From an optimization exercise on the open Yosys and OpenROAD flow, aimed at small area; shortcuts taken in it are not production practice.
RTL that was checked went through simulation tests only; none was proved equivalent to the original.
For runs 1 and 2, only the layout was checked, not whether the RTL still works.
No activity file was given, so power comes from the tool's default toggle rates.

## design.v

```verilog
module sps_serial_reader (
    input  wire        clk,
    input  wire        rst,
    input  wire        start,
    input  wire        init,
    output wire        busy,
    output reg         done,
    input  wire [7:0]  rx_count,    
    input  wire [7:0]  rx_head,     
    output wire        rx_pop,      
    output wire        rx_discard,  
    output reg  [3:0]  last_result,
    output reg         rec_valid,
    output wire [2:0]  health,
    output reg  [31:0] bad_cnt,
    output reg  [31:0] good_cnt,
    input  wire [3:0]  rec_sel,
    output wire [31:0] rec_data
);
    reg         pop_st;      
    reg         fin_st;      
    reg  [2:0]  code;        
    reg  [5:0]  cnt;         
    reg         esc;         
    reg         sbad;        
    reg  [7:0]  sum;         
    reg  [4:0]  ph;          
    reg         cur;         
    reg         healthy, degraded;
    reg  [31:0] ring [0:19];
    integer j;
    wire have      = |rx_count;
    wire head_7e   = (rx_head == 8'h7E);
    wire head_7d   = (rx_head == 8'h7D);
    wire esc_ok    = (rx_head == 8'h5E) || (rx_head == 8'h5D) ||
                     (rx_head == 8'h31) || (rx_head == 8'h33);
    wire in_hdr    = (cnt[5:3] == 3'b111) && (cnt[2:0] >= 3'd3);
    wire in_pay    = (cnt < 6'd40);
    wire is_chk    = (cnt == 6'd40);
    wire is_end    = (cnt == 6'd41);
    wire is_h3     = (cnt == 6'd62);
    wire is_h4     = (cnt == 6'd63);
    wire [4:0] tgt_raw = (cur ? 5'd0 : 5'd10) + {1'b0, cnt[5:2]} + {2'b0, cnt[1:0], 1'b0};
    wire [4:0] tgt     = (tgt_raw >= 5'd20) ? tgt_raw - 5'd20 : tgt_raw;
    wire aligned   = (ph == tgt);
    wire [7:0] val = {rx_head[7:6], rx_head[5] ^ esc, rx_head[4:0]};
    wire busy_i    = pop_st | fin_st;
    wire accept    = !busy_i && start;
    wire acc_go    = accept && have && head_7e && (rx_count >= 8'd47);
    wire do_init   = !busy_i && !start && init;
    wire pop_have  = pop_st && have;
    wire sum_ok    = (sum == 8'h7D);
    wire succ      = pop_have && is_end && head_7e && sum_ok;
    wire fail_ev   = pop_have && ((in_pay && esc && aligned && !esc_ok) ||
                                  (is_h4 && sbad) ||
                                  (is_end && !(head_7e && sum_ok)));
    wire leave     = pop_have && is_end;
    wire adv       = pop_have && (!in_pay || (aligned && (esc || !head_7d)));
    wire ins       = pop_have && in_pay && aligned && (esc ? esc_ok : !head_7d);
    wire add       = pop_have && (in_hdr || is_chk || ins);
    assign busy       = busy_i;
    assign rx_pop     = pop_have && (!in_pay || aligned || (!esc && head_7d));
    assign rx_discard = fin_st && (!code[0] || code[2]);
    assign health     = {degraded, healthy, healthy};
    always @(posedge clk) begin
        for (j = 0; j < 19; j = j + 1)
            ring[j] <= ring[j+1];
        ring[19] <= ring[0];
        if (ins)
            case (cnt[1:0])
                2'd0: ring[19][31:24] <= val;
                2'd1: ring[17][23:16] <= val;
                2'd2: ring[15][15:8]  <= val;
                2'd3: ring[13][7:0]   <= val;
            endcase
        ph <= (rst || ph == 5'd19) ? 5'd0 : ph + 5'd1;
    end
    wire [5:0] pdiff = (cur ? 6'd10 : 6'd0) + {2'b0, rec_sel} - {1'b0, ph};
    wire [4:0] pos   = pdiff[5] ? pdiff[4:0] + 5'd20 :
                       (pdiff[4:0] >= 5'd20) ? pdiff[4:0] - 5'd20 : pdiff[4:0];
    wire [19:0] rsel;
    genvar q, b;
    generate for (q = 0; q < 20; q = q + 1) begin : g_sel
        assign rsel[q] = (pos == q);
    end endgenerate
    generate for (b = 0; b < 32; b = b + 1) begin : g_rd
        wire [19:0] d;
        wire [6:0]  t;
        for (q = 0; q < 20; q = q + 1) begin : g_d
            assign d[q] = ring[q][b];
        end
        for (q = 0; q < 6; q = q + 1) begin : g_aoi
            srd_aoi222 u_aoi (
                .a1(d[3*q]),   .a2(rsel[3*q]),
                .b1(d[3*q+1]), .b2(rsel[3*q+1]),
                .c1(d[3*q+2]), .c2(rsel[3*q+2]),
                .y(t[q]));
        end
        srd_aoi22 u_aoi6 (
            .a1(d[18]), .a2(rsel[18]),
            .b1(d[19]), .b2(rsel[19]),
            .y(t[6]));
        srd_nand7 u_or (.a(t), .y(rec_data[b]));
    end endgenerate
    always @(posedge clk) begin
        if (add)
            sum <= ((cnt == 6'd59) ? 8'd0 : sum) + val;
        if (pop_st && is_h3)
            sbad <= (rx_head != 8'h00);
        if (accept) begin
            cnt <= 6'd59;
            esc <= 1'b0;
        end else begin
            if (adv)
                cnt <= cnt + 6'd1;
            if (pop_have && in_pay)
                esc <= esc ? !aligned : head_7d;
        end
        if (!fin_st)
            code <= pop_st ? {1'b1, !is_h4 && !(is_end && head_7e), is_end && head_7e}
                           : {1'b0, have, !have || head_7e};
    end
    wire bad_clr  = rst || do_init || succ;
    wire good_set = rst || do_init;
    wire bad_all  = &bad_cnt;
    wire good_all = &good_cnt;
    wire [32:0] bc, gc;
    assign bc[0] = fin_st && !bad_all;
    assign gc[0] = succ && !good_all;
    genvar i;
    generate for (i = 0; i < 32; i = i + 1) begin : g_cnt
        assign bc[i+1] = bc[i] & bad_cnt[i];
        assign gc[i+1] = gc[i] & good_cnt[i];
        always @(posedge clk) begin
            bad_cnt[i] <= !bad_clr & (bad_cnt[i] ^ bc[i]);
            if (i == 0)
                good_cnt[i] <= good_set | (good_cnt[i] ^ gc[i]);
            else
                good_cnt[i] <= !good_set & (good_cnt[i] ^ gc[i]);
        end
    end endgenerate
    always @(posedge clk) begin
        if (rst) begin
            pop_st      <= 1'b0;
            fin_st      <= 1'b0;
            done        <= 1'b0;
            cur         <= 1'b0;
            last_result <= 4'hF;
            rec_valid   <= 1'b0;
            healthy     <= 1'b0;
            degraded    <= 1'b0;
        end else begin
            pop_st <= acc_go || (pop_st && !leave && !fail_ev);
            fin_st <= (accept && !acc_go) || fail_ev;
            done   <= fin_st || succ;
            if (succ) begin
                last_result <= 4'h0;
                rec_valid   <= 1'b1;
                healthy     <= 1'b1;
                degraded    <= 1'b0;
                cur         <= ~cur;
            end else if (fin_st) begin
                last_result <= {1'b0, code};
                if (bad_cnt[31:2] != 30'd0) begin
                    healthy  <= 1'b0;
                    degraded <= 1'b1;
                end
            end else if (do_init) begin
                healthy  <= 1'b0;
                degraded <= 1'b0;
            end
        end
    end
endmodule
module srd_aoi222 (
    input  wire a1, a2, b1, b2, c1, c2,
    output wire y
);
    assign y = ~((a1 & a2) | (b1 & b2) | (c1 & c2));
endmodule
module srd_aoi22 (
    input  wire a1, a2, b1, b2,
    output wire y
);
    assign y = ~((a1 & a2) | (b1 & b2));
endmodule
module srd_nand7 (
    input  wire [6:0] a,
    output wire       y
);
    assign y = ~(&a);
endmodule
```

## flow/run.sh

```bash
#!/bin/bash
# Standard synthesis and layout, with three changes: after synthesis every
# cell is set to the smallest drive strength of its family (repair sizes
# up again where needed), port buffers use the smallest buffer cell, and
# clock-tree sinks are clustered into larger groups without dummy loads.
set -euo pipefail
cd "$(dirname "$0")/.."
ARGS=(
  "BUFFER_PORTS_ARGS=-buffer_cell sky130_fd_sc_hd__buf_1"
  "CTS_ARGS=-sink_clustering_enable -repair_clock_nets -buf_list sky130_fd_sc_hd__clkbuf_4 -sink_clustering_size 12 -sink_clustering_max_diameter 30 -dont_use_dummy_load"
)
bash standard.sh synth "${ARGS[@]}" > flow_synth.log 2>&1
DOWNSIZE_ODB=orfs/results/sky130hd/sps_serial_reader/base/1_synth.odb \
  openroad -no_init -exit flow/downsize.tcl > flow_downsize.log 2>&1
bash standard.sh finish "${ARGS[@]}" > flow_make.log 2>&1
```

## flow/downsize.tcl

```tcl
# Swap every standard cell of the synthesized netlist to the smallest drive
# strength of its own cell family (same function and pins). Placement and the
# later repair steps size cells up again wherever timing, slew or load needs it.
set odb $::env(DOWNSIZE_ODB)
read_db $odb
set db [ord::get_db]
set dont_use {probe_p lpflow_ fill decap tapvpwrvgnd diode}
set best [dict create]
foreach lib [$db getLibs] {
  foreach m [$lib getMasters] {
    set n [$m getName]
    if {![regexp {^(sky130_fd_sc_hd__[a-z0-9]+)_([0-9]+)$} $n -> fam drv]} { continue }
    set skip 0
    foreach d $dont_use { if {[string first $d $n] >= 0} { set skip 1 } }
    if {$skip} { continue }
    set a [expr {[$m getWidth] * [$m getHeight]}]
    if {![dict exists $best $fam] || $a < [lindex [dict get $best $fam] 0]} {
      dict set best $fam [list $a $m]
    }
  }
}
set before 0.0
set after 0.0
set swapped 0
foreach inst [[ord::get_db_block] getInsts] {
  set m [$inst getMaster]
  set n [$m getName]
  set before [expr {$before + [$m getWidth] * [$m getHeight] / 1e6}]
  if {[regexp {^(sky130_fd_sc_hd__[a-z0-9]+)_([0-9]+)$} $n -> fam drv] && [dict exists $best $fam]} {
    set nm [lindex [dict get $best $fam] 1]
    if {[$nm getName] ne $n} {
      if {[$inst swapMaster $nm]} { incr swapped; set m $nm }
    }
  }
  set after [expr {$after + [$m getWidth] * [$m getHeight] / 1e6}]
}
puts "downsize: swapped $swapped cells, area [format %.1f $before] -> [format %.1f $after] um2"
write_db $odb
```

## standard.sh

```bash
#!/bin/bash
# synth_recipe.tcl (not shown) runs the flow's synth.tcl, then flattens the netlist and writes it again
# the make line also repeats each setting of config.mk as NAME=value (left out here)
make -C /OpenROAD-flow-scripts/flow DESIGN_CONFIG=/design/flow/config.mk WORK_HOME=/design/flow/orfs CLKGATE_MAP_FILE= SYNTH_SCRIPT=/design/flow/synth_recipe.tcl "${@:-finish}"
```

## config.mk

```make
export PLATFORM = sky130hd
export DESIGN_NAME = sps_serial_reader
export DESIGN_NICKNAME = sps_serial_reader
export VERILOG_FILES = /design/flow/design.v
export SDC_FILE = /design/flow/constraint.sdc
export NUM_CORES = 4
export LEC_CHECK = 0
export CAP_MARGIN = 0
export CORE_MARGIN = 2
export CORE_UTILIZATION = 75
export PLACE_DENSITY = 0.85
export SLEW_MARGIN = 0
export SYNTH_HIERARCHICAL = 1
```

## constraint.sdc

```tcl
create_clock -name core_clock -period 10.0 [get_ports {clk}]
set_input_delay 2.0000 -clock core_clock [delete_from_list [all_inputs] [get_ports {clk}]]
set_output_delay 2.0000 -clock core_clock [all_outputs]
set_load 0.01 [all_outputs]
```

==> out/summary.md, run 1 <==
The switching share of power is 0.253, and the maximum achievable frequency is 0.113 GHz. From synthesis to final layout, the design area changed by 9.37%. Max-cap violations in this run came to 0. The run gives 0.0285 mm^2 as the placeable core region. The post-route core utilization is 0.828, and the number of warning messages in the yosys log is 8.

The cell area after layout was 0.0236 mm^2. Once routing completed, OpenROAD measured the worst setup slack at 1150 ps. CTS placed an instance of clkbuf_4 at the clock tree root. 132 I/O pins were placed. Leaving out fill and tap cells, the most frequent cell in the layout is dfxtp_1. In the routed design, unresolved DRC markers number 0. The logs give 1 for the initial antenna violation count and 0.0215 mm^2 for the synthesized area. The quantity of hold-fixing buffers added after cts came out at 0. Adding up every negative setup slack in the final design gives 0 ps. The sum of routed wire length over all layers came out at 51600 um. Entering global routing, the biggest net connects 33 pins.

The type of element capturing the critical path is a primary output. Startpoint type of the worst setup path: a primary input. The die is 173 um tall. After layout, the design draws a total of 4.69 mW. The pre-antenna-repair detailed-routing pass consisted of 11 iterations. The first global-routing pass estimated 81300 um of wire.

For this block, the via count after detailed routing is 14.6k. Timing analysis after detailed placement gives a worst setup slack of 723 ps. In this run the core area contains 62 standard-cell rows. Hold violation total from the final report: 0. For the net switching power figure, the log shows 1.19 mW.

The logs give 1680 for the post-synthesis net count and 140 ps for the setup skew after layout. Synthesis produced 1560 cells. Once the clock tree was built, the resizer swapped 0 gates to a different size.

Maximum buffer depth of the clock tree: 3. In this run the power density over the cells is 199 mW/mm^2. The total setup violations reported at the end of the flow is 0. The tools report the post-detailed-placement cell area as 0.0228 mm^2. Classification of the worst setup path: primary input to primary output. The H-tree depth was 3. The filler cells instantiated in the layout total 1627. The via count of the first global-routing pass is 15.1k, and the number of buffers inserted to repair setup after CTS is 0. The max-slew violation count was 0. The die covers 0.0301 mm^2. For the peak supply drop, the log shows 0.135 mV.

Of all nets on the critical path, the largest fanout is 26. The initial standard-cell utilization of the core is 0.757. Global-route usage over all layers: 0.344. The run gives 0.631 as the fraction of power consumed by sequential logic. Placed wire-length estimate after detailed placement: 30700 um. Input and output buffers added on the ports amount to 131. The routed length per placed instance came out at 23.6 um. The count of cells in the finished layout, fillers not included, comes to 2187. The share of the clock period used by the worst path after layout is 0.885, and the measured slew at the worst slew-check pin is 957 ps.

For the worst-skew pair, the clock arrives at the later sink with an insertion delay of 830 ps. The total number of clock tree sinks came out at 739. For the part of the power in the clock network, the log shows 0.284. Share of layout cells above drive strength 1: 0.0871. TritonCTS built the clock tree.

The first routing iteration left 1925 violations. Worst hold-check path type: flip-flop to flip-flop. The analysis attributes to cell leakage a power of 9.13 nW. In the layout the commonest cells are dfxtp_1 (727), a222oi_1 (192), buf_1 (131), clkbuf_4 (100), ha_1 (90). The detail route stage leaves a number of antenna-violating nets equal to 0. The tightest hold path in the finished design has a slack of 238 ps.

The cell count of the worst hold path was 0; the number of instances in the placed design was 2086. For the worst slew slack as a fraction of its limit, the log shows 0.362. Using the TritonRoute via totals, the vias-per-cell ratio works out to 6.70. Counting I/O delays and the setup requirement, the final critical path takes 8850 ps.

The total internal power came out at 3.51 mW. At the end of the flow, the number of nets in the layout was 1924. Global routing finished with a remaining overflow of 0.

The horizontal extent of the die came out at 173 um. Setup repair after global routing left no endpoint under its margin. Dividing the synthesized area by the synthesized cell count gives 13.8 um^2. The part of the power in combinational logic is 0.085. The logs give 0.871 for the global placer's final weighted congestion and 100 for the number of buffers added by the clock tree synthesis step. Measured in cells, the most critical reg-to-reg path has a length of 38.

The data arrival time at the worst-slack endpoint is 6850 ps, and the clock-pin transition on the worst setup and hold timing paths is 120 ps. The run finished with no timing, DRC or antenna violations. The data required time of the worst path came out at 8000 ps.
## critical path, stage by stage
cell and delay [ps]:
buf_1 80, inv_1 70, fa_1 470, inv_1 70
ha_1 160, inv_1 60, fa_1 400, xnor2_1 380
inv_1 130, ha_1 210, a211oi_1 340, o211ai_1 170
o21a_1 350, nor3_2 860, buf_12 320, a222oi_1 130
and4_1 250, nand4_1 190, buf_1 190
## state kept, by name, indices dropped and copies added (netlist names), 3 cells and up
| signal | count |
|---|---|
| ring | 640 |
| ph | 5 |
| bad_cnt | 32 |
| good_cnt | 32 |
| last_result | 4 |
| code | 3 |
| cnt | 6 |
| sum | 8 |
## final cells by class
| cell class | count | area [um^2] | area share |
|---|---|---|---|
| antenna | 1 | 2.50 | 0.000106 |
| clock buffer | 100 | 751 | 0.0319 |
| inverter | 36 | 135 | 0.00573 |
| multi-input combinational | 760 | 6500 | 0.276 |
| sequential | 739 | 14900 | 0.633 |
| tap | 384 | 480 | 0.0204 |
| timing repair buffer | 167 | 774 | 0.0329 |
## power groups by stage
stage	Combinational (mW)	Clock, mW	Sequential (mW)
floorplan	0.197	0	3.03
global placement	0.373	0	3.03
detailed placement	0.382	0	3.03
CTS	0.383	1.35	2.96
global route	0.414	1.46	2.96
finish	0.399	1.33	2.96
## per-layer routing
metal,up-vias,global-route usage,part of all wire
li1,6565,-,-
met1,7048,0.456,0.40
met2,872,0.553,0.46
met3,159,0.0743,0.11
met4,0,0.147,0.037
met5,-,0,0
## worst paths after layout
kind              slack, ps                 from                   end
setup / recovery       1150           rec_sel[1]          rec_data[24]
hold / removal          240  ring[0][17]$_DFF_P_  ring[19][17]$_DFF_P_
setup reg to reg       2900  cnt[1]$_SDFFE_PP1P_  good_cnt[31]$_DFF_P_
hold reg to reg         240  ring[0][17]$_DFF_P_  ring[19][17]$_DFF_P_
==> inputs of run 2 (changes only) <==
--- a/flow/run.sh
+++ b/flow/run.sh
@@ -7,7 +7,7 @@
 cd "$(dirname "$0")/.."
 ARGS=(
   "BUFFER_PORTS_ARGS=-buffer_cell sky130_fd_sc_hd__buf_1"
-  "CTS_ARGS=-sink_clustering_enable -repair_clock_nets -buf_list sky130_fd_sc_hd__clkbuf_4 -sink_clustering_size 12 -sink_clustering_max_diameter 30 -dont_use_dummy_load"
+  "CTS_ARGS=-sink_clustering_enable -repair_clock_nets -buf_list sky130_fd_sc_hd__clkbuf_4 -sink_clustering_size 10 -sink_clustering_max_diameter 40 -dont_use_dummy_load"
 )
 bash standard.sh synth "${ARGS[@]}" > flow_synth.log 2>&1
 DOWNSIZE_ODB=orfs/results/sky130hd/sps_serial_reader/base/1_synth.odb \
==> run 2 against run 1 <==
  * Still clean on timing, DRC and antenna
  * Utilization down 0.36 points
  * Routed wire length about the same
  * Register-to-register slack barely moved
  * Die area unchanged
  * Area after synthesis stayed put
  * Combinational power is essentially flat
  * First-iteration DRC count grew 12%
  * Synthesized cell count is the same
  * Clock skew is 46 ps lower
  * Critical endpoint unchanged
  * Largest cell class unchanged
  * Largest power group unchanged
==> out/summary.md, run 2 <==
The run finished with no timing, DRC or antenna violations. Setup repair after global routing left no endpoint under its margin. The kind of cell adding the most delay to the critical path was simple AND/OR/NAND/NOR gates (unchanged). The insertion delay to the later sink of the worst-skew pair is 790 ps (was 830 ps), and the I/O pin total is 132 (unchanged). The cell count of the worst hold path works out to 0 (unchanged).

The post-synthesis net count came out at 1680 (unchanged). The run gives 1910 (was 1924) as the number of nets in the layout. The measured slew at the worst slew-check pin was 923 ps (was 957 ps); the average size of a mapped cell was 13.8 um^2 (unchanged). The number of instances in the placed design came out at 2086 (unchanged). The tools report the clock root buffer master as clkbuf_4 (unchanged). The logs give 723 ps (unchanged) for the worst slack at placement and 2155 (was 1925) for the violation count after the first detailed-routing iteration. The classification of the worst setup path was primary input to primary output (unchanged). The run gives 51700 um (was 51600 um) as the sum of routed wire length over all layers.

The tools report the total setup violations reported at the end of the flow as 0 (unchanged). The number of standard cells in the layout, taps in and fillers out was 2174 (was 2187). The data required time of the worst path is 8000 ps (about the same). The type of element capturing the critical path is a primary output (unchanged). The post-layout worst setup margin is 1160 ps (was 1150 ps), and the power per unit of standard cell area is 197 mW/mm^2 (was 199 mW/mm^2). Top register by number of flip-flops: ring (unchanged).

The initial standard-cell utilization of the core is 0.757 (unchanged). The logs give 9.07 nW (was 9.13 nW) for the static leakage and 1 (unchanged) for the initial antenna violation count. Largest fanout on the critical path: 26 (unchanged). Commonest non-fill, non-tap cells in the layout: dfxtp_1 (727), a222oi_1 (192), buf_1 (131), ha_1 (90), clkbuf_4 (86) (was dfxtp_1 (727), a222oi_1 (192), buf_1 (131), clkbuf_4 (100), ha_1 (90)). The logs give 14.6k (about the same) for the total number of vias and 94.4 ps (was 140 ps) for the setup skew after layout. The average via count per standard cell is 6.72 (was 6.70), and the share of the clock period used by the worst path after layout is 0.884 (was 0.885).

The run gives 81200 um (was 81300 um) as the global-route wire length before repair. The share of layout cells above drive strength 1 works out to 0.0800 (was 0.0871). The run gives 0 (unchanged) as the number of max-cap violations. The run gives 0 (unchanged) as the quantity of hold-fixing buffers added after cts. Number of instances resized during post-cts repair: 0 (unchanged). The worst slew slack as a fraction of its limit was 0.382 (was 0.362); the cell count after synthesis was 1560 (unchanged). TritonCTS built the clock tree. The count of input and output buffers is 131 (unchanged), and the global placer's final weighted congestion is 0.871 (unchanged). Horizontal extent of the die: 173 um (unchanged). The row count was 62 (unchanged). The reg-to-reg critical path endpoint is good_cnt[31]$_DFF_P_ (unchanged). The data arrival time at the worst-slack endpoint came out at 6840 ps (was 6850 ps).

The combined buffer and inverter count along the critical path is 7 (unchanged). The tools report the startpoint type of the worst setup path as a primary input (unchanged). Most repeated library cell on the critical path: inv_1 (unchanged).

Worst hold-check path type: flip-flop to flip-flop (unchanged). The synthesized area came out at 0.0215 mm^2 (unchanged). The logs give 0 (unchanged) for the number of buffers inserted to repair setup after CTS and 0 (unchanged) for the global-route congestion overflow total. The maximum achievable frequency was 0.113 GHz (about the same). The number of warning messages in the yosys log came out at 8 (unchanged). Registers with the most flip-flops: ring: 640 flops, bad_cnt: 32 flops, good_cnt: 32 flops (unchanged). The total power was 4.61 mW (was 4.69 mW); the max-slew violation count was 0 (unchanged). The via count of the first global-routing pass came out at 15.0k (was 15.1k). The post-detailed-placement cell area was 0.0228 mm^2 (unchanged); the number of DRC violations after detailed routing was 0 (unchanged). The number of detailed-routing iterations run before antenna repair is 13 (was 11).

Most common cell after layout, fill and taps aside: dfxtp_1 (unchanged). The length in cells of the worst reg-to-reg path is 38 (unchanged), and the routed length per placed instance is 23.8 um (was 23.6 um). The maximum buffer depth of the clock tree is 3 (unchanged). The tools report the hold-critical path endpoint as ring[12][14]$_DFF_P_ (was ring[19][17]$_DFF_P_). The tools report the total number of clock tree sinks as 739 (unchanged).

The setup slack of the most critical reg-to-reg path came out at 2900 ps (about the same). Largest net degree at the start of global routing: 33 (unchanged). The cell area after layout was 0.0235 mm^2 (was 0.0236 mm^2); the setup TNS was 0 ps (unchanged). The placed wire-length estimate after detailed placement was 30700 um (unchanged).

The H-tree depth came out at 3 (unchanged). CP cell instances: buf_1 > inv_1 > fa_1 > inv_1 > ha_1 > inv_1 > fa_1 > xnor2_1 > inv_1 > ha_1 > a211oi_1 > o211ai_1 > o21a_1 > nor3_2 > buf_12 > a222oi_1 > and4_1 > nand4_1 > buf_1 (unchanged). The cell with the largest stage delay on the worst path is nor3_2 (unchanged). The peak per-stage delay on the critical path is 850 ps (was 860 ps). Startpoint of the most critical hold path: ring[13][14]$_DFF_P_ (was ring[0][17]$_DFF_P_). Hold violation total from the final report: 0 (unchanged).

The vertical die dimension is 173 um (unchanged). Placeable core region: 0.0285 mm^2 (unchanged). Global-route usage over all layers: 0.344 (about the same).

The number of buffers added by the clock tree synthesis step was 86 (was 100). The launch point of the worst reg-to-reg path is cnt[1]$_SDFFE_PP1P_ (unchanged). The synthesis-to-finish area growth came out at 8.90% (was 9.37%). The clock-pin transition on the worst setup and hold timing paths was 100 ps (was 120 ps).

The flip-flop count of the largest register, all copies and words added works out to 640 (unchanged). The logs give 0.0301 mm^2 (unchanged) for the die footprint and 0.152 mV (was 0.135 mV) for the peak supply drop. The tools report the final antenna-violating net count as 0 (unchanged). The clock period minus worst slack came out at 8840 ps (was 8850 ps).
## run 2: worst max-delay path by stage
stage                 from                   end  cells past startpoint
6_report        rec_sel[1]          rec_data[24]                     19
4_1_cts         rec_sel[1]          rec_data[24]                     19
2_1_floorplan  rx_count[3]  good_cnt[31]$_DFF_P_                     37
3_3_place_gp   rx_count[3]  good_cnt[31]$_DFF_P_                     39
3_5_place_dp   rx_count[3]  good_cnt[31]$_DFF_P_                     39
5_1_grt         rec_sel[1]          rec_data[24]                     19
## run 2: area by class of cell
type / instances / area (um^2)
Antenna cell: 2 / 5.00
Inverter: 36 / 135
Sequential cell: 739 / 14900
Tap cell: 384 / 480
Clock buffer: 86 / 646
Timing Repair Buffer: 167 / 774
Fill cell: 1622 / 5010
Multi-Input combinational cell: 760 / 6500
## run 2: stage by stage
stage                     hold WS (ps)   util
final                              294  0.824
after global routing               297  0.824
after CTS                          298  0.824
after detailed placement           334  0.801
after global placement             332  0.801
after floorplan                    330      -
## run 2: layer usage
layer,GRT usage,share of wire,vias to the layer above
met1,0.464,0.39,7059
met3,0.0695,0.11,145
met2,0.548,0.46,870
met4,0.142,0.032,0
li1,-,-,6536
met5,0,0,-
## run 2: where the power goes
| group | internal (mW) | switching, mW |
|---|---|---|
| clock | 0.397 | 0.857 |
| combinational | 0.0928 | 0.306 |
| sequential | 2.96 | 0.00587 |
| total | 3.44 | 1.17 |
==> inputs of run 3 (changes only) <==
--- a/design.v
+++ b/design.v
@@ -24,7 +24,8 @@
     reg         esc;         
     reg         sbad;        
     reg  [7:0]  sum;         
-    reg  [4:0]  ph;          
+    reg  [1:0]  ph4;
+    reg  [4:0]  ph5;
     reg         cur;         
     reg         healthy, degraded;
     reg  [31:0] ring [0:19];
@@ -40,9 +41,10 @@
     wire is_end    = (cnt == 6'd41);
     wire is_h3     = (cnt == 6'd62);
     wire is_h4     = (cnt == 6'd63);
-    wire [4:0] tgt_raw = (cur ? 5'd0 : 5'd10) + {1'b0, cnt[5:2]} + {2'b0, cnt[1:0], 1'b0};
-    wire [4:0] tgt     = (tgt_raw >= 5'd20) ? tgt_raw - 5'd20 : tgt_raw;
-    wire aligned   = (ph == tgt);
+    wire [1:0] t4 = {cnt[3] ^ cnt[1] ^ !cur ^ (cnt[2] & cnt[0]), cnt[2] ^ cnt[0]};
+    wire [4:0] w5;
+    srd_mod5 u_w5 (.v(cnt[5:2]), .h(w5));
+    wire aligned   = (ph4 == t4) && |(ph5 & w5);
     wire [7:0] val = {rx_head[7:6], rx_head[5] ^ esc, rx_head[4:0]};
     wire busy_i    = pop_st | fin_st;
     wire accept    = !busy_i && start;
@@ -69,19 +71,25 @@
         if (ins)
             case (cnt[1:0])
                 2'd0: ring[19][31:24] <= val;
-                2'd1: ring[17][23:16] <= val;
-                2'd2: ring[15][15:8]  <= val;
-                2'd3: ring[13][7:0]   <= val;
+                2'd1: ring[14][23:16] <= val;
+                2'd2: ring[9][15:8]   <= val;
+                2'd3: ring[4][7:0]    <= val;
             endcase
-        ph <= (rst || ph == 5'd19) ? 5'd0 : ph + 5'd1;
+        ph4 <= rst ? 2'd0 : ph4 + 2'd1;
+        ph5 <= rst ? 5'b00001 : {ph5[3:0], ph5[4]};
     end
-    wire [5:0] pdiff = (cur ? 6'd10 : 6'd0) + {2'b0, rec_sel} - {1'b0, ph};
-    wire [4:0] pos   = pdiff[5] ? pdiff[4:0] + 5'd20 :
-                       (pdiff[4:0] >= 5'd20) ? pdiff[4:0] - 5'd20 : pdiff[4:0];
+    wire [1:0] p4 = {rec_sel[1] ^ cur ^ ph4[1] ^ (!rec_sel[0] & ph4[0]), rec_sel[0] ^ ph4[0]};
+    wire [3:0] h4 = {p4 == 2'd3, p4 == 2'd2, p4 == 2'd1, p4 == 2'd0};
+    wire [4:0] s5;
+    srd_mod5 u_s5 (.v(rec_sel), .h(s5));
+    wire [4:0] h5;
     wire [19:0] rsel;
     genvar q, b;
+    generate for (q = 0; q < 5; q = q + 1) begin : g_h5
+        assign h5[q] = |(ph5 & {s5[(q+4)%5], s5[(q+3)%5], s5[(q+2)%5], s5[(q+1)%5], s5[q]});
+    end endgenerate
     generate for (q = 0; q < 20; q = q + 1) begin : g_sel
-        assign rsel[q] = (pos == q);
+        assign rsel[q] = h4[q % 4] & h5[q % 5];
     end endgenerate
     generate for (b = 0; b < 32; b = b + 1) begin : g_rd
         wire [19:0] d;
@@ -190,3 +198,13 @@
 );
     assign y = ~(&a);
 endmodule
+module srd_mod5 (
+    input  wire [3:0] v,
+    output wire [4:0] h
+);
+    assign h[0] = (v == 4'd0) || (v == 4'd5);
+    assign h[1] = (v == 4'd1) || (v == 4'd6);
+    assign h[2] = (v == 4'd2) || (v == 4'd7);
+    assign h[3] = (v == 4'd3) || (v == 4'd8);
+    assign h[4] = (v == 4'd4) || (v == 4'd9);
+endmodule
--- a/config.mk
+++ b/config.mk
@@ -8,6 +8,7 @@
 export CAP_MARGIN = 0
 export CORE_MARGIN = 2
 export CORE_UTILIZATION = 75
+export GPL_TIMING_DRIVEN = 0
 export PLACE_DENSITY = 0.85
 export SLEW_MARGIN = 0
 export SYNTH_HIERARCHICAL = 1
==> run 3 against run 2 <==
  * Sequential power about the same
  * Clock power about the same
  * Routed wire length down 3.7%
  * Largest cell class unchanged
==> out/summary.md, run 3 <==
Data required time of the worst path: 10550 ps (was 8000 ps). The run gives 0 (unchanged) as the number of instances resized during post-cts repair. The average size of a mapped cell was 14.1 um^2 (was 13.8 um^2). Clock root buffer master: clkbuf_4 (unchanged). The top register by number of flip-flops is ring (unchanged).

The switching share of power was 0.220 (was 0.253); the number of standard cells in the layout, taps in and fillers out was 2112 (was 2174). The power per unit of standard cell area came out at 186 mW/mm^2 (was 197 mW/mm^2). The type of element capturing the critical path is a flip-flop (was a primary output).

The largest fanout on the critical path was 10 (was 26). The run finished with no timing, DRC or antenna violations. The hold violation total from the final report was 0 (unchanged); the placeable core region was 0.0277 mm^2 (was 0.0285 mm^2). The number of warning messages in the yosys log is 8 (unchanged), and the clock-pin transition on the worst setup and hold timing paths is 100 ps (about the same). The classification of the worst setup path was primary input to flip-flop (was primary input to primary output).

The maximum buffer depth of the clock tree is 3 (unchanged). The number of nets in the layout was 1836 (was 1910); the measured slew at the worst slew-check pin was 1440 ps (was 923 ps). The tools report the via count of the first global-routing pass as 14.2k (was 15.0k). The number of instances in the placed design is 2025 (was 2086), and the fraction of power consumed by sequential logic is 0.682 (was 0.642).

The static leakage came out at 8.82 nW (was 9.07 nW). The logs give 0 (unchanged) for the number of buffers inserted to repair setup after CTS and 49800 um (was 51700 um) for the sum of routed wire length over all layers. The number of buffers added by the clock tree synthesis step came out at 85 (was 86). TritonCTS built the clock tree. The worst hold-check path type was flip-flop to flip-flop (unchanged).

The count of input and output buffers is 130 (was 131). The logs give 1749 (was 2155) for the violation count after the first detailed-routing iteration and 1497 (was 1560) for the cell count after synthesis. The global-route usage over all layers is 0.341 (was 0.344).

Final antenna-violating net count: 0 (unchanged). The share of layout cells above drive strength 1 came out at 0.0733 (was 0.0800). Number of detailed-routing iterations run before antenna repair: 10 (was 13). The setup skew after layout is 101 ps (was 94.4 ps), and the share of the clock period used by the worst path after layout is 0.897 (was 0.884). The initial standard-cell utilization of the core came out at 0.761 (was 0.757). The placed wire-length estimate after detailed placement is 32100 um (was 30700 um).

The routed length per placed instance came out at 23.6 um (was 23.8 um). The most common cell after layout, fill and taps aside is dfxtp_1 (unchanged). The run gives 0 (unchanged) as the number of DRC violations after detailed routing. The synthesis-to-finish area growth was 10.5% (was 8.90%).

The row count was 61 (was 62); the peak supply drop was 0.133 mV (was 0.152 mV). The global-route wire length before repair was 76600 um (was 81200 um). The horizontal extent of the die was 172 um (was 173 um); the I/O pin total was 132 (unchanged). The flip-flop count of the largest register, all copies and words added is 640 (unchanged). The total number of clock tree sinks was 741 (was 739). The part of the power in the clock network is 0.287 (was 0.272), and the quantity of hold-fixing buffers added after cts is 0 (unchanged). The run gives 740 ps (was 790 ps) as the insertion delay to the later sink of the worst-skew pair. The H-tree depth came out at 3 (unchanged).

The tools report the post-synthesis net count as 1598 (was 1680). The tools report the worst slack at placement as 340 ps (was 723 ps). The tools report the startpoint type of the worst setup path as a primary input (unchanged). The part of the power in combinational logic came out at 0.031 (was 0.087). The peak per-stage delay on the critical path is 650 ps (was 850 ps), and the number of max-cap violations is 0 (unchanged).

The total setup violations reported at the end of the flow was 0 (unchanged). The die footprint came out at 0.0295 mm^2 (was 0.0301 mm^2). The run gives 2 (was 1) as the initial antenna violation count.

Commonest non-fill, non-tap cells in the layout: dfxtp_1 (729), a222oi_1 (198), buf_1 (140), clkbuf_4 (86), ha_1 (76) (was dfxtp_1 (727), a222oi_1 (192), buf_1 (131), ha_1 (90), clkbuf_4 (86)). The tools report the worst slew slack as a fraction of its limit as 0.0367 (was 0.382). Cell with the largest stage delay on the worst path: clkbuf_1 (was nor3_2). The max-slew violation count is 0 (unchanged).

The clock period minus worst slack came out at 8970 ps (was 8840 ps). The most repeated library cell on the critical path is ha_1 (was inv_1). The net switching power figure was 0.956 mW (was 1.17 mW); the vertical die dimension was 172 um (was 173 um). The logs give 0.821 (was 0.871) for the global placer's final weighted congestion and 0 (unchanged) for the global-route congestion overflow total.

The combined buffer and inverter count along the critical path was 2 (was 7); the total internal power was 3.39 mW (was 3.44 mW). The total number of vias is 14.0k (was 14.6k). For the post-layout worst setup margin, the log shows 1030 ps (was 1160 ps). The data arrival time at the worst-slack endpoint was 9510 ps (was 6840 ps); the largest net degree at the start of global routing was 25 (was 33). Maximum achievable frequency: 0.112 GHz (was 0.113 GHz).

The kind of cell adding the most delay to the critical path was adder cells (was simple AND/OR/NAND/NOR gates). Setup repair after global routing left no endpoint under its margin. The run gives 0.0211 mm^2 (was 0.0215 mm^2) as the synthesized area.

The tools report the setup TNS as 0 ps (unchanged). Registers with the most flip-flops: ring: 640 flops, bad_cnt: 32 flops, good_cnt: 32 flops (unchanged). Average via count per standard cell: 6.62 (was 6.72).
==> run 3: worst paths after layout <==
| check | start | endpoint | slack (ps) | cells past startpoint |
|---|---|---|---|---|
| max | rx_head[0] | good_cnt[31]$_DFF_P_ | 1030 | 40 |
| min | ring[4][3]$_DFF_P_ | ring[3][3]$_DFF_P_ | 280 | 0 |
| max reg2reg | cnt[3]$_SDFFE_PP1P_ | good_cnt[31]$_DFF_P_ | 2600 | 38 |
| min reg2reg | ring[4][3]$_DFF_P_ | ring[3][3]$_DFF_P_ | 280 | 0 |
==> run 3: metal layers <==
layer | GRT usage | up-vias | part of all wire
li1 | - | 6341 | -
met1 | 0.427 | 6846 | 0.40
met2 | 0.584 | 671 | 0.49
met3 | 0.0529 | 128 | 0.078
met4 | 0.158 | 2 | 0.033
met5 | 0 | - | 0.00026
==> run 3: area by class of cell <==
cell class,instances,area [um^2]
Antenna cell,1,2.50
Buffer,23,86.3
Clock buffer,85,638
Fill cell,1428,4400
Inverter,17,63.8
Multi-Input combinational cell,716,6140
Sequential cell,741,15000
Tap cell,378,473
Timing Repair Buffer,151,948
==> run 3: stage by stage <==
step / power [mW] / instance area, um^2 / util / hold WS [ps]
2_1_floorplan: 3.08 / 21100 / - / 330
3_3_place_gp: 3.13 / 22100 / 0.796 / 332
3_5_place_dp: 3.16 / 22700 / 0.818 / 336
4_1_cts: 4.35 / 23300 / 0.841 / 270
5_1_grt: 4.48 / 23300 / 0.841 / 276
6_report: 4.34 / 23300 / 0.841 / 279
==> run 3: power groups by stage <==
stage | clock network (mW) | registers (mW) | logic [mW]
6_report | 1.25 | 2.96 | 0.133
5_1_grt | 1.38 | 2.97 | 0.137
4_1_cts | 1.26 | 2.96 | 0.129
3_5_place_dp | 0 | 3.03 | 0.129
3_3_place_gp | 0 | 3.03 | 0.0983
2_1_floorplan | 0 | 3.03 | 0.0520
==> inputs of run 4 (changes only) <==
--- a/config.mk
+++ b/config.mk
@@ -8,7 +8,6 @@
 export CAP_MARGIN = 0
 export CORE_MARGIN = 2
 export CORE_UTILIZATION = 75
-export GPL_TIMING_DRIVEN = 0
 export PLACE_DENSITY = 0.85
 export SLEW_MARGIN = 0
 export SYNTH_HIERARCHICAL = 1
==> run 4 against run 3 <==
  * Still clean
  * Utilization shrank 1.6 points
  * Routed wire length grew 1.4%
  * Synthesized cell count is the same
  * Flip-flop and latch count is the same
  * Critical path type unchanged
  * Largest power group unchanged
==> out/summary.md, run 4 <==
The run finished with no timing, DRC or antenna violations. The logs give 94.9 ps (was 101 ps) for the setup skew after layout and 33 (was 25) for the largest net degree at the start of global routing. The share of layout cells above drive strength 1 works out to 0.0780 (was 0.0733). The power per unit of standard cell area is 189 mW/mm^2 (was 186 mW/mm^2). The average size of a mapped cell came out at 14.1 um^2 (unchanged).

Setup repair after global routing left no endpoint under its margin. The synthesized area was 0.0211 mm^2 (unchanged). The hold violation total from the final report is 0 (unchanged), and the I/O pin total is 132 (unchanged).

The run gives 0.117 GHz (was 0.112 GHz) as the maximum achievable frequency. TritonCTS built the clock tree. The hold-critical path endpoint was ring[7][30]$_DFF_P_ (was ring[3][3]$_DFF_P_). The tools report the number of DRC violations after detailed routing as 0 (unchanged). The vertical die dimension is 172 um (unchanged), and the length in cells of the worst reg-to-reg path is 37 (was 38). The number of instances resized during post-cts repair came out at 0 (unchanged).

The total number of clock tree sinks is 741 (unchanged). The final-layout fill cell count was 1541 (was 1428); the max-slew violation count was 0 (unchanged). Post-synthesis net count: 1598 (unchanged). The tools report the startpoint type of the worst setup path as a primary input (unchanged). The via count of the first global-routing pass came out at 14.2k (about the same).

The average via count per standard cell was 6.73 (was 6.62). The run gives 0 (unchanged) as the quantity of hold-fixing buffers added after cts. The worst slew slack as a fraction of its limit is 0.294 (was 0.0367), and the die footprint is 0.0295 mm^2 (unchanged). The most common cell after layout, fill and taps aside is dfxtp_1 (unchanged). Placeable core region: 0.0277 mm^2 (unchanged).

The violation count after the first detailed-routing iteration is 1781 (was 1749), and the placed wire-length estimate after detailed placement is 30300 um (was 32100 um). The tools report the reg-to-reg critical path endpoint as good_cnt[31]$_DFF_P_ (unchanged). Type of element capturing the critical path: a flip-flop (unchanged). The clock period minus worst slack came out at 8570 ps (was 8970 ps). Registers with the most flip-flops: ring: 640 flops, bad_cnt: 32 flops, good_cnt: 32 flops (unchanged). The tools report the data arrival time at the worst-slack endpoint as 9200 ps (was 9510 ps). The peak supply drop is 0.181 mV (was 0.133 mV). Cell count of the worst hold path: 0 (unchanged).

Cell with the largest stage delay on the worst path: buf_1 (was clkbuf_1). The number of nets in the layout is 1820 (was 1836), and the global-route congestion overflow total is 0 (unchanged). Top register by number of flip-flops: ring (unchanged).

The share of the clock period used by the worst path after layout works out to 0.857 (was 0.897). The most repeated library cell on the critical path is ha_1 (unchanged). For the data required time of the worst path, the log shows 10620 ps (was 10550 ps).

Classification of the worst setup path: primary input to flip-flop (unchanged). The initial standard-cell utilization of the core was 0.761 (unchanged). Maximum buffer depth of the clock tree: 3 (unchanged). The global-route wire length before repair is 76900 um (was 76600 um), and the count of input and output buffers is 131 (was 130). For the final hold slack, the log shows 292 ps (was 279 ps). The setup slack of the most critical reg-to-reg path was 2750 ps (was 2600 ps). The logs give 0.826 (was 0.841) for the post-route core utilization and 760 ps (was 740 ps) for the insertion delay to the later sink of the worst-skew pair. The run gives 9 (was 10) as the number of detailed-routing iterations run before antenna repair. Clock root buffer master: clkbuf_4 (unchanged). The startpoint of the most critical hold path was ring[8][30]$_DFF_P_ (was ring[4][3]$_DFF_P_).

The tools report the launch point of the worst reg-to-reg path as cnt[2]$_SDFFE_PP0P_ (was cnt[3]$_SDFFE_PP1P_). The initial antenna violation count came out at 3 (was 2). The logs give 0.346 (was 0.341) for the global-route usage over all layers and 0 (unchanged) for the final antenna-violating net count.

The peak per-stage delay on the critical path works out to 360 ps (was 650 ps). The number of buffers added by the clock tree synthesis step came out at 86 (was 85). The worst hold-check path type is flip-flop to flip-flop (unchanged).

The tools report the number of max-cap violations as 0 (unchanged). The flip-flop count of the largest register, all copies and words added is 640 (unchanged), and the measured slew at the worst slew-check pin is 1060 ps (was 1440 ps). The synthesis-to-finish area growth is 8.45% (was 10.5%), and the cell count after synthesis is 1497 (unchanged). The horizontal extent of the die was 172 um (unchanged); the sum of routed wire length over all layers was 50400 um (was 49800 um).

The logs give 8.74 nW (was 8.82 nW) for the static leakage and 0.835 (was 0.821) for the global placer's final weighted congestion. The run gives 8 (unchanged) as the number of warning messages in the yosys log. The total setup violations reported at the end of the flow was 0 (unchanged); the setup TNS was 0 ps (unchanged).

For the total number of vias, the log shows 14.1k (was 14.0k). The routed length per placed instance is 24.1 um (was 23.6 um), and the number of buffers inserted to repair setup after CTS is 0 (unchanged). The row count came out at 61 (unchanged).

Commonest non-fill, non-tap cells in the layout: dfxtp_1 (729), a222oi_1 (198), buf_1 (131), clkbuf_4 (86), ha_1 (76) (was dfxtp_1 (729), a222oi_1 (198), buf_1 (140), clkbuf_4 (86), ha_1 (76)). The clock-pin transition on the worst setup and hold timing paths is 100 ps (about the same), and the H-tree depth is 3 (unchanged). The largest fanout on the critical path is 7 (was 10).
[run 4: per-stage QoR]
step	setup slack [ps]	cell area, um^2	power, mW	std cells
3_5_place_dp	674	22200	3.14	2009
3_3_place_gp	887	22200	3.13	2009
5_1_grt	1070	22900	4.46	2096
2_1_floorplan	1290	21100	3.08	1497
6_report	1430	22900	4.33	2096
4_1_cts	1430	22900	4.34	2095
[run 4: cell type report]
class | instances | area (um^2) | area share
multi-input cells | 716 | 6050 | 0.264
well taps | 378 | 473 | 0.0207
repair buffers | 157 | 687 | 0.0300
flip-flops and latches | 741 | 15000 | 0.654
clock buffers | 86 | 646 | 0.0282
inverters | 17 | 63.8 | 0.00279
diodes | 1 | 2.50 | 0.000109
[run 4: power breakdown]
group          switching [mW]  internal [mW]
clock network           0.856          0.397
logic                  0.0850         0.0239
registers             0.00426           2.96
[run 4: worst max-delay path by stage]
stage | start | to | cells past startpoint
floorplan | rx_count[3] | good_cnt[31]$_DFF_P_ | 37
global placement | rx_head[7] | good_cnt[30]$_DFF_P_ | 38
detailed placement | rx_head[7] | good_cnt[31]$_DFF_P_ | 39
CTS | rx_head[7] | good_cnt[31]$_DFF_P_ | 39
global route | rx_head[7] | good_cnt[31]$_DFF_P_ | 39
finish | rx_head[7] | good_cnt[31]$_DFF_P_ | 39
[run 4: worst max-delay path, delay by kind of cell]
family                     cells  cell delay [ps]
AOI/OAI and AO/OA              1              150
xor gates and xnor gates       1              120
buffers and inverters          1              360
adders and majority gates     31             5660
and+or+nand+nor                5              920
[run 4: layer usage]
layer,GRT usage,wire length (um),up-vias
met4,0.170,1990,4
met2,0.574,24200,761
li1,-,-,6308
met1,0.438,19300,6868
met5,0,25,-
met3,0.0628,4880,164
==> inputs of run 5 (changes only) <==
--- a/config.mk
+++ b/config.mk
@@ -7,7 +7,7 @@
 export LEC_CHECK = 0
 export CAP_MARGIN = 0
 export CORE_MARGIN = 2
-export CORE_UTILIZATION = 75
-export PLACE_DENSITY = 0.85
+export CORE_UTILIZATION = 60
+export PLACE_DENSITY = 0.7
 export SLEW_MARGIN = 0
 export SYNTH_HIERARCHICAL = 1
==> run 5 against run 4 <==
  * Worst setup slack better by 26 ps
  * Global-route usage decreased by 6.6 points
  * Critical path depth down 1
  * Utilization down 16 points
  * Register-to-register slack hardly changed
  * Count of clock-buffer cells in the layout did not move
  * Design area rose by 1.1%
  * Critical path type unchanged
  * Critical endpoint unchanged
  * Highest routed layer is now met4
==> out/summary.md, run 5 <==
The worst hold-check path type was flip-flop to flip-flop (unchanged). The maximum achievable frequency is 0.117 GHz (about the same). The worst slew slack as a fraction of its limit was 0.136 (was 0.294); the horizontal extent of the die was 191 um (was 172 um).

The tools report the number of buffers added by the clock tree synthesis step as 86 (unchanged). The setup TNS is 0 ps (unchanged). The classification of the worst setup path was primary input to flip-flop (unchanged). The share of the clock period used by the worst path after layout works out to 0.855 (was 0.857). The part of the power in the clock network came out at 0.290 (about the same).

The global-route wire length before repair was 77400 um (was 76900 um); the total setup violations reported at the end of the flow was 0 (unchanged). The final antenna-violating net count is 0 (unchanged). Top register by number of flip-flops: ring (unchanged).

The flip-flop count of the largest register, all copies and words added was 640 (unchanged); the net switching power figure was 0.969 mW (was 0.945 mW). The logs give 0 (unchanged) for the max-slew violation count and 0 (unchanged) for the number of max-cap violations. For the maximum buffer depth of the clock tree, the log shows 3 (unchanged).

Cell area after layout: 0.0231 mm^2 (was 0.0229 mm^2). The peak supply drop came out at 0.132 mV (was 0.181 mV). Number of DRC violations after detailed routing: 0 (unchanged). Peak per-stage delay on the critical path: 530 ps (was 360 ps). Setup skew after layout: 64.1 ps (was 94.9 ps). For the post-layout worst setup margin, the log shows 1450 ps (was 1430 ps). The post-route core utilization came out at 0.670 (was 0.826). Registers with the most flip-flops: ring: 640 flops, bad_cnt: 32 flops, good_cnt: 32 flops (unchanged). The power per unit of standard cell area is 188 mW/mm^2 (was 189 mW/mm^2), and the hold violation total from the final report is 0 (unchanged). The synthesis-to-finish area growth came out at 9.66% (was 8.45%).

The total number of vias was 13.7k (was 14.1k); the H-tree depth was 3 (unchanged). The number of instances resized during post-cts repair was 0 (unchanged); the global placer's final weighted congestion was 0.810 (was 0.835). Setup repair after global routing left no endpoint under its margin. The number of nets in the layout was 1829 (was 1820). The most repeated library cell on the critical path is ha_1 (unchanged). The number of buffers inserted to repair setup after CTS is 0 (unchanged).

The total internal power was 3.38 mW (about the same); the number of instances in the placed design was 2095 (was 2009). The cell with the largest stage delay on the worst path is or4_1 (was buf_1). The tools report the type of element capturing the critical path as a flip-flop (unchanged).

The average via count per standard cell is 6.27 (was 6.73). For the placeable core region, the log shows 0.0345 mm^2 (was 0.0277 mm^2). Routed length per placed instance: 23.2 um (was 24.1 um).

The quantity of hold-fixing buffers added after cts is 0 (unchanged), and the switching share of power is 0.223 (was 0.218). The worst slack at placement was 586 ps (was 674 ps). The global-route congestion overflow total is 0 (unchanged). The measured slew at the worst slew-check pin was 1300 ps (was 1060 ps); the number of detailed-routing iterations run before antenna repair was 8 (was 9). The clock root buffer master is clkbuf_4 (unchanged). The tools report the startpoint type of the worst setup path as a primary input (unchanged). For the violation count after the first detailed-routing iteration, the log shows 1666 (was 1781).

For the largest net degree at the start of global routing, the log shows 33 (unchanged). The run gives 2 (was 3) as the initial antenna violation count. The run gives 1497 (unchanged) as the cell count after synthesis. Commonest non-fill, non-tap cells in the layout: dfxtp_1 (729), a222oi_1 (198), buf_1 (131), clkbuf_4 (86), ha_1 (76) (unchanged). The die footprint was 0.0367 mm^2 (was 0.0295 mm^2).

The run gives 0.611 (was 0.761) as the initial standard-cell utilization of the core. The data required time of the worst path was 10680 ps (was 10620 ps); the I/O pin total was 132 (unchanged). The count of input and output buffers came out at 131 (unchanged). The part of the power in combinational logic came out at 0.029 (was 0.025). The via count of the first global-routing pass came out at 13.5k (was 14.2k). TritonCTS built the clock tree.

The final-layout fill cell count is 2592 (was 1541), and the share of layout cells above drive strength 1 is 0.0823 (was 0.0780). The tools report the fraction of power consumed by sequential logic as 0.681 (was 0.685). Largest fanout on the critical path: 2 (was 7).

The insertion delay to the later sink of the worst-skew pair came out at 780 ps (was 760 ps). The run gives 8 (unchanged) as the number of warning messages in the yosys log. The vertical die dimension came out at 191 um (was 172 um).

The tools report the number of standard cells in the layout, taps in and fillers out as 2185 (was 2096). The clock period minus worst slack works out to 8550 ps (was 8570 ps). The most common cell after layout, fill and taps aside is dfxtp_1 (unchanged). The average size of a mapped cell is 14.1 um^2 (unchanged), and the global-route usage over all layers is 0.279 (was 0.346). The flow ran to the end and the layout has no timing, DRC or antenna violations. The static leakage was 8.79 nW (was 8.74 nW). The clock-pin transition on the worst setup and hold timing paths was 100 ps (about the same). The logs give 0.0211 mm^2 (unchanged) for the synthesized area and 68 (was 61) for the row count.

The total number of clock tree sinks is 741 (unchanged), and the post-synthesis net count is 1598 (unchanged). The sum of routed wire length over all layers was 50700 um (was 50400 um). The run gives 9230 ps (was 9200 ps) as the data arrival time at the worst-slack endpoint. The tools report the post-detailed-placement cell area as 0.0225 mm^2 (was 0.0222 mm^2). The placed wire-length estimate after detailed placement is 29900 um (was 30300 um).
run 5: cell types whose count changed in the layout (fill, tap and decap cells not counted), sizes merged:
cell,delta
buf,+9
diode,+3
run 5: path summary, 6_finish.rpt:
check                                           from                    to  slack, ps  cells after the start
worst max register to register  good_cnt[21]$_DFF_P_  good_cnt[31]$_DFF_P_       2740                     36
worst min-delay path             ring[6][18]$_DFF_P_   ring[5][18]$_DFF_P_        300                      0
worst max-delay path                     rx_count[3]  good_cnt[31]$_DFF_P_       1450                     38
worst min register to register   ring[6][18]$_DFF_P_   ring[5][18]$_DFF_P_        300                      0
run 5: layer usage:
metal | vias up | global-route usage | share of wire
li1 | 6333 | - | -
met1 | 6679 | 0.384 | 0.43
met2 | 579 | 0.445 | 0.46
met3 | 104 | 0.0468 | 0.082
met4 | 0 | 0.102 | 0.030
met5 | - | 0 | 0
run 5: layout make-up:
| type | count | area [um^2] | share of cell area |
|---|---|---|---|
| diodes | 4 | 10.0 | 0.000433 |
| clock buffers | 86 | 646 | 0.0279 |
| inverters | 17 | 63.8 | 0.00276 |
| multi-input cells | 716 | 6130 | 0.265 |
| flip-flops and latches | 741 | 15000 | 0.647 |
| well taps | 455 | 569 | 0.0246 |
| repair buffers | 166 | 754 | 0.0326 |
run 5: through the flow:
stage,hold WS (ps),power (mW)
3_3_place_gp,333,3.15
3_5_place_dp,335,3.16
4_1_cts,294,4.39
6_report,302,4.35
5_1_grt,309,4.52
2_1_floorplan,330,3.08
run 5: power groups by stage:
| stage | Clock [mW] | Sequential (mW) | Combinational (mW) |
|---|---|---|---|
| 2_1_floorplan | 0 | 3.03 | 0.0520 |
| 3_3_place_gp | 0 | 3.03 | 0.121 |
| 3_5_place_dp | 0 | 3.03 | 0.123 |
| 4_1_cts | 1.30 | 2.96 | 0.123 |
| 5_1_grt | 1.42 | 2.97 | 0.131 |
| 6_report | 1.26 | 2.96 | 0.125 |
run 5: worst max-delay path, delay by kind of cell:
family | cells | cell delay, ps
xor gates and xnor gates | 1 | 120
AOI/OAI and AO/OA | 2 | 530
buffers and inverters | 1 | 80
adders and majority gates | 31 | 5700
and+or+nand+nor | 3 | 820

[static timing again, ports no longer ideal]
In the flow no input, the clock included, has a driving cell. The finished layouts below were timed again as built, in two steps.
Step 1: set_driving_cell puts a clkbuf_16 on clk and a buf_2 on each other input, an assumption about the parent block.
Step 2 moves the port delays by t, midway between the first and last clock arrival at a register: inputs arrive t later, outputs are due t later. That takes back most of the time a late clock gives input paths.
Slacks: ideal / step 1 / step 2; pairs: ideal / step 1.
| run | t (ns) | slack for setup (ns) | slew at the worst register clock pin (ns) |
|---|---|---|---|
| run 1 | 0.798 | 1.148 / 1.121 / 0.700 | 0.12 / 0.12 |
| run 2 | 0.792 | 1.161 / 1.135 / 0.678 | 0.11 / 0.11 |
| run 3 | 0.737 | 1.033 / 1.056 / 0.320 | 0.11 / 0.11 |
| run 4 | 0.756 | 1.428 / 1.451 / 0.695 | 0.11 / 0.11 |
| run 5 | 0.791 | 1.454 / 1.481 / 0.690 | 0.11 / 0.11 |
After both steps every run listed still meets setup and hold. For run 5, which loses most, drivers alone change the setup slack by +0.027 ns; drivers and shift together by -0.764 ns.
